From an optimization exercise on the open Yosys and OpenROAD flow, aimed at small area, a short achievable clock period and few clock cycles; shortcuts taken in it are not production practice.
Only simulation tests tie the RTL to the original design; equivalence was not proved.

==> willow <==
Design fcv_top, start of the top module:
module fcv_top (
    input  wire        clk,
    input  wire        rst,
    input  wire        req,
    input  wire        we,
    input  wire [3:0]  addr,
    input  wire [31:0] wdata,
    output wire        ack,
    output reg  [31:0] rdata,
    input  wire        rx_valid,
    input  wire [7:0]  rx_data,
    output wire        tx_valid,
    output wire [7:0]  tx_data,
    input  wire        tx_ready
);
    localparam A_CMD = 4'd0, A_ARG = 4'd1, A_STATUS = 4'd2, A_QSTAT = 4'd3,
               A_CAP = 4'd4, A_CRCR = 4'd5, A_DECR = 4'd6, A_FB0 = 4'd7,
               A_FB1 = 4'd8, A_FB2 = 4'd9, A_RF0 = 4'd10, A_RF1 = 4'd11,
               A_RF2 = 4'd12, A_RF3 = 4'd13, A_RF4 = 4'd14, A_RF5 = 4'd15;
    reg [31:0] arg;
    reg [79:0] fb;           
    reg [7:0]  crcr;
    reg [15:0] decr_hi, decr_lo;
    reg        decr_s16;     
    reg [63:0] rfb;          
    reg        m_st210, m_in210, m_115, m_in115;    
    reg [2:0]  kind;
    reg        valid;
    reg        pending;
    reg        variant;
    reg        rxovf;
    reg [1:0]  err;
    reg        src_fb;       
    wire [7:0] opc = wdata[7:0];
    wire [7:0] a8  = wdata[15:8];
    wire [7:0] b8  = wdata[23:16];
    wire wr  = req && we;
    wire cmd = wr && (addr == A_CMD);
    wire op_nop   = (opc == 8'h00);
    wire op_clr   = (opc == 8'h01);
    wire op_upd   = (opc == 8'h02);
    wire op_crcfb = (opc == 8'h03);
    wire op_valid = (opc == 8'h04);
    wire op_d16   = (opc == 8'h05);
    wire op_d32   = (opc == 8'h06);
    wire op_stop  = (opc == 8'h10);
    wire op_ctrl  = (opc == 8'h11);
    wire op_chgid = (opc == 8'h12);
    wire op_chgmd = (opc == 8'h13);
    wire op_idchk = (opc == 8'h14);
    wire op_reqin = (opc == 8'h15);
    wire op_setv  = (opc == 8'h18);
    wire op_poll  = (opc == 8'h20);
    wire op_flush = (opc == 8'h21);
    wire op_enc   = op_stop | op_ctrl | op_chgid | op_chgmd | op_idchk | op_reqin;
    wire [79:0] rxh;
    wire [5:0]  rx_count, tx_count;
    wire        rx_full;
  ...
clock: 5.0 ns
lec_check: 0
cap_margin: 20
core_margin: 2
core_utilization: 50
place_density: 0.65
setup_slack_margin: 2
slew_margin: 20
run.sh (not shown) runs the stock make flow with config.mk's settings and CLKGATE_MAP_FILE= SYNTH_SCRIPT=/design/flow/synth_recipe.tcl, a recipe that flattens the netlist after the stock synthesis.
==> lagoon (differences from willow) <==
--- a/flow/design.v
+++ b/flow/design.v
@@ -461,18 +461,21 @@
     end
 endmodule
 module fcv_txq (
     input  wire        clk,
     input  wire        rst,
     input  wire        push,
-    input  wire [41:0] din,       
+    input  wire [33:0] din,       
     input  wire        pop,
+    input  wire        sel,       
     output wire [7:0]  dout,
+    output wire [33:0] nxt,
+    input  wire [7:0]  nxt_crc,
     output reg  [5:0]  count
 );
-    reg [41:0] slot [0:3];
+    reg [33:0] slot [0:3];
     reg [1:0]  hslot, tslot;
     reg [3:0]  hidx;
     always @(posedge clk) begin
         if (push)
             slot[tslot] <= din;
     end
@@ -496,32 +499,31 @@
                     hidx <= hidx + 4'd1;
                 end
             end
         end
     end
     wire        last  = (hidx == 4'd9);
-    wire [41:0] h     = slot[last ? hslot + 2'd1 : hslot];
+    wire [33:0] h     = slot[last ? hslot + 2'd1 : hslot];
+    assign nxt = h;
     wire [3:0]  nidx  = last ? 4'd0 : hidx + 4'd1;
     reg  [7:0]  b;
     always @(*) begin
         case (nidx)
             4'd0:    b = h[7:0];
             4'd1:    b = h[15:8];
             4'd2:    b = h[23:16];
             4'd3:    b = h[31:24];
             4'd7:    b = {4'd0, h[33], 1'b0, h[32] | h[33], 1'b0};
-            4'd9:    b = h[41:34];
+            4'd9:    b = nxt_crc;
             default: b = 8'd0;
         endcase
     end
     reg [7:0] dq;
     always @(posedge clk) begin
-        if (push && count == 6'd0)
-            dq <= din[7:0];
-        else if (do_pop)
-            dq <= b;
+        if ((push && count == 6'd0) || do_pop)
+            dq <= sel ? din[7:0] : b;
     end
     assign dout = dq;
 endmodule
 module fcv_top (
     input  wire        clk,
     input  wire        rst,
@@ -582,16 +584,15 @@
     wire        rx_full;
     wire        rx_ge10 = (rx_count >= 6'd10);
     wire need_fb = cmd && (op_crcfb || op_valid);
     wire need_rx = cmd && op_poll && rx_ge10;
     wire stall   = (need_fb && !src_fb) || (need_rx && src_fb);
     assign ack   = req && !stall;
-    wire go   = wr && !stall;
-    wire gcmd = cmd && !stall;
-    wire enc_ok   = gcmd && op_enc && (tx_count <= 6'd22);
-    wire poll_ok  = gcmd && op_poll && rx_ge10;
+    wire enc_ok   = cmd && op_enc && (tx_count <= 6'd22);
+    wire poll_ok  = need_rx && !src_fb;
+    wire fbcrc_ok = need_fb && src_fb;
     wire rx_push  = rx_valid && !rx_full;
     wire [79:0] crc_src = src_fb ? fb : rxh;
     wire [7:0]  crc_z;
     fcv_crc80z u_crct (.d(crc_src), .z(crc_z));
     wire [7:0]  crc_t  = crc_z ^ crc_src[79:72];
     wire        crc_ok = (crc_z == 8'd0);
@@ -603,23 +604,39 @@
                     op_chgid ? 8'h55 : op_chgmd ? 8'hA0 : op_reqin ? 8'h74 : 8'h00;
     wire [7:0] e2 = op_ctrl ? arg[15:8] : op_chgmd ? b8 :
                     (op_chgid && variant) ? 8'h53 : 8'h00;
     wire [7:0] e3 = op_ctrl ? arg[7:0] : (op_reqin && variant) ? 8'h01 : 8'h00;
     wire [1:0] c7 = {variant && op_ctrl, variant && op_stop};    
     wire [7:0] e7 = {4'd0, c7[1], 1'b0, c7[1] | c7[0], 1'b0};
-    wire [7:0] crc_e;
-    fcv_crc72 u_crce (.d({8'd0, e7, 24'd0, e3, e2, e1, e0}), .crc(crc_e));
+    wire [7:0] k0 = op_idchk ? (variant ? 8'hFF : 8'hC8) : 8'h00;
+    wire [7:0] k1 = op_ctrl ? 8'h00 : e1;
+    wire [7:0] k2 = (op_chgid && variant) ? 8'h53 : 8'h00;
+    wire [7:0] k3 = (op_reqin && variant) ? 8'h01 : 8'h00;
+    wire [7:0] l_a8, l_b8_1, l_b8_2, l_arg, l_k;
+    fcv_crc72 u_la8  (.d({64'd0, a8}),                        .crc(l_a8));
+    fcv_crc72 u_lb81 (.d({56'd0, b8, 8'd0}),                  .crc(l_b8_1));
+    fcv_crc72 u_lb82 (.d({48'd0, b8, 16'd0}),                 .crc(l_b8_2));
+    fcv_crc72 u_larg (.d({40'd0, arg[7:0], arg[15:8], 16'd0}), .crc(l_arg));
+    fcv_crc72 u_lk   (.d({8'd0, e7, 24'd0, k3, k2, k1, k0}),  .crc(l_k));
+    wire [7:0] crc_e = ({8{!op_idchk}} & l_a8) ^
+                       ({8{op_ctrl}}   & (l_b8_1 ^ l_arg)) ^
+                       ({8{op_chgmd}}  & l_b8_2) ^ l_k;
+    wire [33:0] tx_nxt;
+    wire [7:0]  nx7 = {4'd0, tx_nxt[33], 1'b0, tx_nxt[33] | tx_nxt[32], 1'b0};
+    wire [7:0]  crc_x;
+    fcv_crc72 u_crcx (.d({8'd0, nx7, 24'd0, tx_nxt[31:0]}), .crc(crc_x));
     fcv_rxq u_rxq (
-        .clk(clk), .rst(rst), .clear(gcmd && op_flush),
+        .clk(clk), .rst(rst), .clear(cmd && op_flush),
         .push(rx_valid), .din(rx_data), .pop10(poll_ok),
         .head(rxh), .count(rx_count), .full(rx_full)
     );
     fcv_txq u_txq (
         .clk(clk), .rst(rst), .push(enc_ok),
-        .din({crc_e, c7, e3, e2, e1, e0}),
-        .pop(tx_ready), .dout(tx_data), .count(tx_count)
+        .din({c7, e3, e2, e1, e0}),
+        .pop(tx_ready), .sel(req), .dout(tx_data), .count(tx_count),
+        .nxt(tx_nxt), .nxt_crc(crc_x)
     );
     assign tx_valid = (tx_count != 6'd0);
     wire [7:0] f1 = rxh[15:8];
     wire is64 = (f1 == 8'h64);
     wire is74 = (f1 == 8'h74);
     wire [3:0] k = a8[3:0];
@@ -674,15 +691,14 @@
     end
     always @(posedge clk) begin
         if (rst) begin
             arg      <= 32'd0;
             fb       <= 80'd0;
             crcr     <= 8'd0;
-            decr_hi  <= 16'd0;
             decr_lo  <= 16'd0;
-            decr_s16 <= 1'b0;
+            decr_s16 <= 1'b1;
             m_st210  <= 1'b0;
             m_in210  <= 1'b0;
             m_115    <= 1'b0;
             m_in115  <= 1'b0;
             kind     <= 3'd0;
             valid    <= 1'b0;
@@ -695,36 +711,36 @@
             if (rx_valid && rx_full)
                 rxovf <= 1'b1;
             if (stall)
                 src_fb <= !src_fb;
             else if (rx_valid)
                 src_fb <= 1'b0;
-            else if (go && (addr == A_FB0 || addr == A_FB1 || addr == A_FB2))
+            else if (wr && (addr == A_FB0 || addr == A_FB1 || addr == A_FB2))
                 src_fb <= 1'b1;
             else if (enc_ok || poll_ok)
                 src_fb <= 1'b1;
-            if (go) begin
+            if (wr) begin
                 case (addr)
                 A_ARG: arg <= wdata;
                 A_FB0: fb[31:0]  <= wdata;
                 A_FB1: fb[63:32] <= wdata;
                 A_FB2: fb[79:64] <= wdata[15:0];
                 default: ;
                 endcase
             end
-            if (gcmd) begin
-                if (op_nop || op_clr || op_upd || op_crcfb || op_valid ||
-                    op_setv || op_poll || op_flush)
+            if (cmd) begin
+                if (op_nop || op_clr || op_upd || op_setv || op_flush ||
+                    (op_poll && !rx_ge10) || poll_ok || fbcrc_ok)
                     err <= 2'd0;
                 if (op_clr)
                     crcr <= 8'd0;
                 if (op_upd)
                     crcr <= crc_u;
-                if (op_crcfb || op_valid)
+                if (fbcrc_ok)
                     crcr <= crc_t;
-                if (op_valid)
+                if (fbcrc_ok && op_valid)
                     valid <= crc_ok;
                 if (op_d16) begin
                     if (a8 > 8'd8) begin
                         err <= 2'd2;
                     end else begin
                         decr_lo  <= win_k;
@@ -759,13 +775,13 @@
                     else if (arg == 32'd210)
                         variant <= 1'b1;
                 end
                 if (op_poll) begin
                     if (!rx_ge10) begin
                         kind <= 3'd0;
-                    end else begin
+                    end else if (!src_fb) begin
                         fb    <= rxh;
                         crcr  <= crc_t;
                         valid <= crc_ok;
                         m_st210 <= crc_ok && variant && is64;
                         m_in210 <= crc_ok && variant && is74;
                         m_115   <= crc_ok && !variant;
==> flow/config.mk (replaced) <==
export PLATFORM = sky130hd
export DESIGN_NAME = fcv_top
export DESIGN_NICKNAME = fcv_top
export VERILOG_FILES = /design/flow/design.v
export SDC_FILE = /design/flow/constraint.sdc
export NUM_CORES = 4
export LEC_CHECK = 0
export CAP_MARGIN = 20
export CORE_MARGIN = 2
export CORE_UTILIZATION = 65
export CTS_BUF_LIST = sky130_fd_sc_hd__clkbuf_16
export CTS_CLUSTER_DIAMETER = 100
export CTS_CLUSTER_SIZE = 20
export PLACE_DENSITY = 0.8
export SETUP_SLACK_MARGIN = 1.2
export SLEW_MARGIN = 20
==> garnet (differences from willow) <==
--- a/flow/design.v
+++ b/flow/design.v
@@ -461,18 +461,21 @@
     end
 endmodule
 module fcv_txq (
     input  wire        clk,
     input  wire        rst,
     input  wire        push,
-    input  wire [41:0] din,       
+    input  wire [33:0] din,       
     input  wire        pop,
+    input  wire        sel,       
     output wire [7:0]  dout,
+    output wire [33:0] nxt,
+    input  wire [7:0]  nxt_crc,
     output reg  [5:0]  count
 );
-    reg [41:0] slot [0:3];
+    reg [33:0] slot [0:3];
     reg [1:0]  hslot, tslot;
     reg [3:0]  hidx;
     always @(posedge clk) begin
         if (push)
             slot[tslot] <= din;
     end
@@ -496,32 +499,31 @@
                     hidx <= hidx + 4'd1;
                 end
             end
         end
     end
     wire        last  = (hidx == 4'd9);
-    wire [41:0] h     = slot[last ? hslot + 2'd1 : hslot];
+    wire [33:0] h     = slot[last ? hslot + 2'd1 : hslot];
+    assign nxt = h;
     wire [3:0]  nidx  = last ? 4'd0 : hidx + 4'd1;
     reg  [7:0]  b;
     always @(*) begin
         case (nidx)
             4'd0:    b = h[7:0];
             4'd1:    b = h[15:8];
             4'd2:    b = h[23:16];
             4'd3:    b = h[31:24];
             4'd7:    b = {4'd0, h[33], 1'b0, h[32] | h[33], 1'b0};
-            4'd9:    b = h[41:34];
+            4'd9:    b = nxt_crc;
             default: b = 8'd0;
         endcase
     end
     reg [7:0] dq;
     always @(posedge clk) begin
-        if (push && count == 6'd0)
-            dq <= din[7:0];
-        else if (do_pop)
-            dq <= b;
+        if ((push && count == 6'd0) || do_pop)
+            dq <= sel ? din[7:0] : b;
     end
     assign dout = dq;
 endmodule
 module fcv_top (
     input  wire        clk,
     input  wire        rst,
@@ -582,16 +584,15 @@
     wire        rx_full;
     wire        rx_ge10 = (rx_count >= 6'd10);
     wire need_fb = cmd && (op_crcfb || op_valid);
     wire need_rx = cmd && op_poll && rx_ge10;
     wire stall   = (need_fb && !src_fb) || (need_rx && src_fb);
     assign ack   = req && !stall;
-    wire go   = wr && !stall;
-    wire gcmd = cmd && !stall;
-    wire enc_ok   = gcmd && op_enc && (tx_count <= 6'd22);
-    wire poll_ok  = gcmd && op_poll && rx_ge10;
+    wire enc_ok   = cmd && op_enc && (tx_count <= 6'd22);
+    wire poll_ok  = need_rx && !src_fb;
+    wire fbcrc_ok = need_fb && src_fb;
     wire rx_push  = rx_valid && !rx_full;
     wire [79:0] crc_src = src_fb ? fb : rxh;
     wire [7:0]  crc_z;
     fcv_crc80z u_crct (.d(crc_src), .z(crc_z));
     wire [7:0]  crc_t  = crc_z ^ crc_src[79:72];
     wire        crc_ok = (crc_z == 8'd0);
@@ -603,23 +604,39 @@
                     op_chgid ? 8'h55 : op_chgmd ? 8'hA0 : op_reqin ? 8'h74 : 8'h00;
     wire [7:0] e2 = op_ctrl ? arg[15:8] : op_chgmd ? b8 :
                     (op_chgid && variant) ? 8'h53 : 8'h00;
     wire [7:0] e3 = op_ctrl ? arg[7:0] : (op_reqin && variant) ? 8'h01 : 8'h00;
     wire [1:0] c7 = {variant && op_ctrl, variant && op_stop};    
     wire [7:0] e7 = {4'd0, c7[1], 1'b0, c7[1] | c7[0], 1'b0};
-    wire [7:0] crc_e;
-    fcv_crc72 u_crce (.d({8'd0, e7, 24'd0, e3, e2, e1, e0}), .crc(crc_e));
+    wire [7:0] k0 = op_idchk ? (variant ? 8'hFF : 8'hC8) : 8'h00;
+    wire [7:0] k1 = op_ctrl ? 8'h00 : e1;
+    wire [7:0] k2 = (op_chgid && variant) ? 8'h53 : 8'h00;
+    wire [7:0] k3 = (op_reqin && variant) ? 8'h01 : 8'h00;
+    wire [7:0] l_a8, l_b8_1, l_b8_2, l_arg, l_k;
+    fcv_crc72 u_la8  (.d({64'd0, a8}),                        .crc(l_a8));
+    fcv_crc72 u_lb81 (.d({56'd0, b8, 8'd0}),                  .crc(l_b8_1));
+    fcv_crc72 u_lb82 (.d({48'd0, b8, 16'd0}),                 .crc(l_b8_2));
+    fcv_crc72 u_larg (.d({40'd0, arg[7:0], arg[15:8], 16'd0}), .crc(l_arg));
+    fcv_crc72 u_lk   (.d({8'd0, e7, 24'd0, k3, k2, k1, k0}),  .crc(l_k));
+    wire [7:0] crc_e = ({8{!op_idchk}} & l_a8) ^
+                       ({8{op_ctrl}}   & (l_b8_1 ^ l_arg)) ^
+                       ({8{op_chgmd}}  & l_b8_2) ^ l_k;
+    wire [33:0] tx_nxt;
+    wire [7:0]  nx7 = {4'd0, tx_nxt[33], 1'b0, tx_nxt[33] | tx_nxt[32], 1'b0};
+    wire [7:0]  crc_x;
+    fcv_crc72 u_crcx (.d({8'd0, nx7, 24'd0, tx_nxt[31:0]}), .crc(crc_x));
     fcv_rxq u_rxq (
-        .clk(clk), .rst(rst), .clear(gcmd && op_flush),
+        .clk(clk), .rst(rst), .clear(cmd && op_flush),
         .push(rx_valid), .din(rx_data), .pop10(poll_ok),
         .head(rxh), .count(rx_count), .full(rx_full)
     );
     fcv_txq u_txq (
         .clk(clk), .rst(rst), .push(enc_ok),
-        .din({crc_e, c7, e3, e2, e1, e0}),
-        .pop(tx_ready), .dout(tx_data), .count(tx_count)
+        .din({c7, e3, e2, e1, e0}),
+        .pop(tx_ready), .sel(req), .dout(tx_data), .count(tx_count),
+        .nxt(tx_nxt), .nxt_crc(crc_x)
     );
     assign tx_valid = (tx_count != 6'd0);
     wire [7:0] f1 = rxh[15:8];
     wire is64 = (f1 == 8'h64);
     wire is74 = (f1 == 8'h74);
     wire [3:0] k = a8[3:0];
@@ -674,15 +691,14 @@
     end
     always @(posedge clk) begin
         if (rst) begin
             arg      <= 32'd0;
             fb       <= 80'd0;
             crcr     <= 8'd0;
-            decr_hi  <= 16'd0;
             decr_lo  <= 16'd0;
-            decr_s16 <= 1'b0;
+            decr_s16 <= 1'b1;
             m_st210  <= 1'b0;
             m_in210  <= 1'b0;
             m_115    <= 1'b0;
             m_in115  <= 1'b0;
             kind     <= 3'd0;
             valid    <= 1'b0;
@@ -695,36 +711,36 @@
             if (rx_valid && rx_full)
                 rxovf <= 1'b1;
             if (stall)
                 src_fb <= !src_fb;
             else if (rx_valid)
                 src_fb <= 1'b0;
-            else if (go && (addr == A_FB0 || addr == A_FB1 || addr == A_FB2))
+            else if (wr && (addr == A_FB0 || addr == A_FB1 || addr == A_FB2))
                 src_fb <= 1'b1;
             else if (enc_ok || poll_ok)
                 src_fb <= 1'b1;
-            if (go) begin
+            if (wr) begin
                 case (addr)
                 A_ARG: arg <= wdata;
                 A_FB0: fb[31:0]  <= wdata;
                 A_FB1: fb[63:32] <= wdata;
                 A_FB2: fb[79:64] <= wdata[15:0];
                 default: ;
                 endcase
             end
-            if (gcmd) begin
-                if (op_nop || op_clr || op_upd || op_crcfb || op_valid ||
-                    op_setv || op_poll || op_flush)
+            if (cmd) begin
+                if (op_nop || op_clr || op_upd || op_setv || op_flush ||
+                    (op_poll && !rx_ge10) || poll_ok || fbcrc_ok)
                     err <= 2'd0;
                 if (op_clr)
                     crcr <= 8'd0;
                 if (op_upd)
                     crcr <= crc_u;
-                if (op_crcfb || op_valid)
+                if (fbcrc_ok)
                     crcr <= crc_t;
-                if (op_valid)
+                if (fbcrc_ok && op_valid)
                     valid <= crc_ok;
                 if (op_d16) begin
                     if (a8 > 8'd8) begin
                         err <= 2'd2;
                     end else begin
                         decr_lo  <= win_k;
@@ -759,13 +775,13 @@
                     else if (arg == 32'd210)
                         variant <= 1'b1;
                 end
                 if (op_poll) begin
                     if (!rx_ge10) begin
                         kind <= 3'd0;
-                    end else begin
+                    end else if (!src_fb) begin
                         fb    <= rxh;
                         crcr  <= crc_t;
                         valid <= crc_ok;
                         m_st210 <= crc_ok && variant && is64;
                         m_in210 <= crc_ok && variant && is74;
                         m_115   <= crc_ok && !variant;
==> flow/config.mk (replaced) <==
export PLATFORM = sky130hd
export DESIGN_NAME = fcv_top
export DESIGN_NICKNAME = fcv_top
export VERILOG_FILES = /design/flow/design.v
export SDC_FILE = /design/flow/constraint.sdc
export NUM_CORES = 4
export LEC_CHECK = 0
export CAP_MARGIN = 20
export CORE_MARGIN = 2
export CORE_UTILIZATION = 55
export CTS_BUF_LIST = sky130_fd_sc_hd__clkbuf_16
export CTS_CLUSTER_DIAMETER = 100
export CTS_CLUSTER_SIZE = 20
export PLACE_DENSITY = 0.7
export SETUP_SLACK_MARGIN = 1.1
export SLEW_MARGIN = 20
==> flow_summary_export.csv <==
group,metric,value,unit
run_status,status,"no timing/DRC/antenna violations",
timing,worst_pin_slew,1.03,ns
setup_path,timing.rr.start,"u_rxq.mem[3][4]$_DFFE_PP_",
finish,buf_share,13.6,%
yosys,ys_seq_elements,683,
power_and_ir_drop,p_comb,2.92,mW
finish,fill_cells,5276,
clock_network,numCtsBuffers,76,
timing,whs,0.496,ns
floorplan,die-width,275,microns
grt,grtUsageTotal,45.3,%
worst_hold_path,holdPathEnd,"decr_hi[6]$_SDFFE_PP0P_",
yosys,netlist_top_cells_count,"575 x nand2_1, 496 x edfxtp_1, 256 x clkbuf_1",
power_and_ir_drop,clock_power,5.92,mW
yosys,ys_types,88,
# the run above: willow

==> flow_summary_export.csv <==
group,metric,value,unit
yosys,ys_types,78,
run_status,status,"no timing/DRC/antenna violations",
timing,worst_pin_slew,1.05,ns
yosys,netlist_top_cells_count,"622 x nand2_1, 480 x edfxtp_1, 260 x clkbuf_1",
yosys,ys_seq_elements,651,
finish,fill_cells,3710,
finish,buf_share,7.66,%
power_and_ir_drop,p_comb,2.81,mW
timing,whs,0.479,ns
setup_path,timing.rr.start,"fb[24]$_SDFF_PP0_",
floorplan,die-width,242,microns
clock_network,numCtsBuffers,39,
# the run above: lagoon

==> flow_summary_export.csv <==
group,metric,value,unit
run_status,status,"no timing/DRC/antenna violations",
setup_path,timing.rr.start,"fb[15]$_SDFF_PP0_",
yosys,netlist_top_cells_count,"622 x nand2_1, 480 x edfxtp_1, 260 x clkbuf_1",
drt,maxUsedRoutingLayer,"met5",
yosys,netlist_top_cells_area,"edfxtp_1 39%, dfxtp_1 9.3%, nand2_1 6.3%",
clock_network,numCtsBuffers,41,
grt,grtUsageTotal,46.3,%
power_and_ir_drop,clock_power,3.56,mW
timing,worst_pin_slew,1.19,ns
place,place_congestion,1.07,
timing,whs,0.487,ns
floorplan,die-width,263,microns
yosys,ys_types,78,
setup_path,worstPathRequired,5.46,ns
finish,fill_cells,5209,
finish,buf_share,7.32,%
# the run above: garnet

Testbench counts of willow, summed over its fixed seeds: cycles 19,071.
Testbench counts of lagoon, summed over its fixed seeds: cycles 19,071.
Testbench counts of garnet, summed over its fixed seeds: cycles 19,071.

[separate check: timing with driven ports]
No port has a modelled driver above. Below, the same layouts with a new extraction and two added sets of constraints.
Step 1, drivers: a clkbuf_16 drives clk and a buf_2 each remaining input, both assumed.
Step 2 adds t to the input delays and takes it off the output delays; t is the mean of the earliest and latest rising clock arrival at the registers after step 1. Input paths then give back, and output paths get back, about the clock's delay inside the block.
Three values: ideal, step 1, step 2; two values: the first two.
run | shift t [ns] | setup WS [ns] | worst register clock-pin slew, ns | worst slew at a driven data input, ns | pins driven straight from the clock port
willow | 0.718 | 1.105 / 0.999 / 0.968 | 0.07 / 0.07 | 0.18 | 1
lagoon | 0.689 | 1.106 / 1.106 / 0.564 | 0.10 / 0.10 | 0.08 | 1
garnet | 0.684 | 1.068 / 1.045 / 0.472 | 0.09 / 0.09 | 0.09 | 1
After both steps setup and hold are still met in every run listed. For garnet, which loses most, drivers alone change the setup slack by -0.023 ns; drivers and shift together by -0.596 ns.
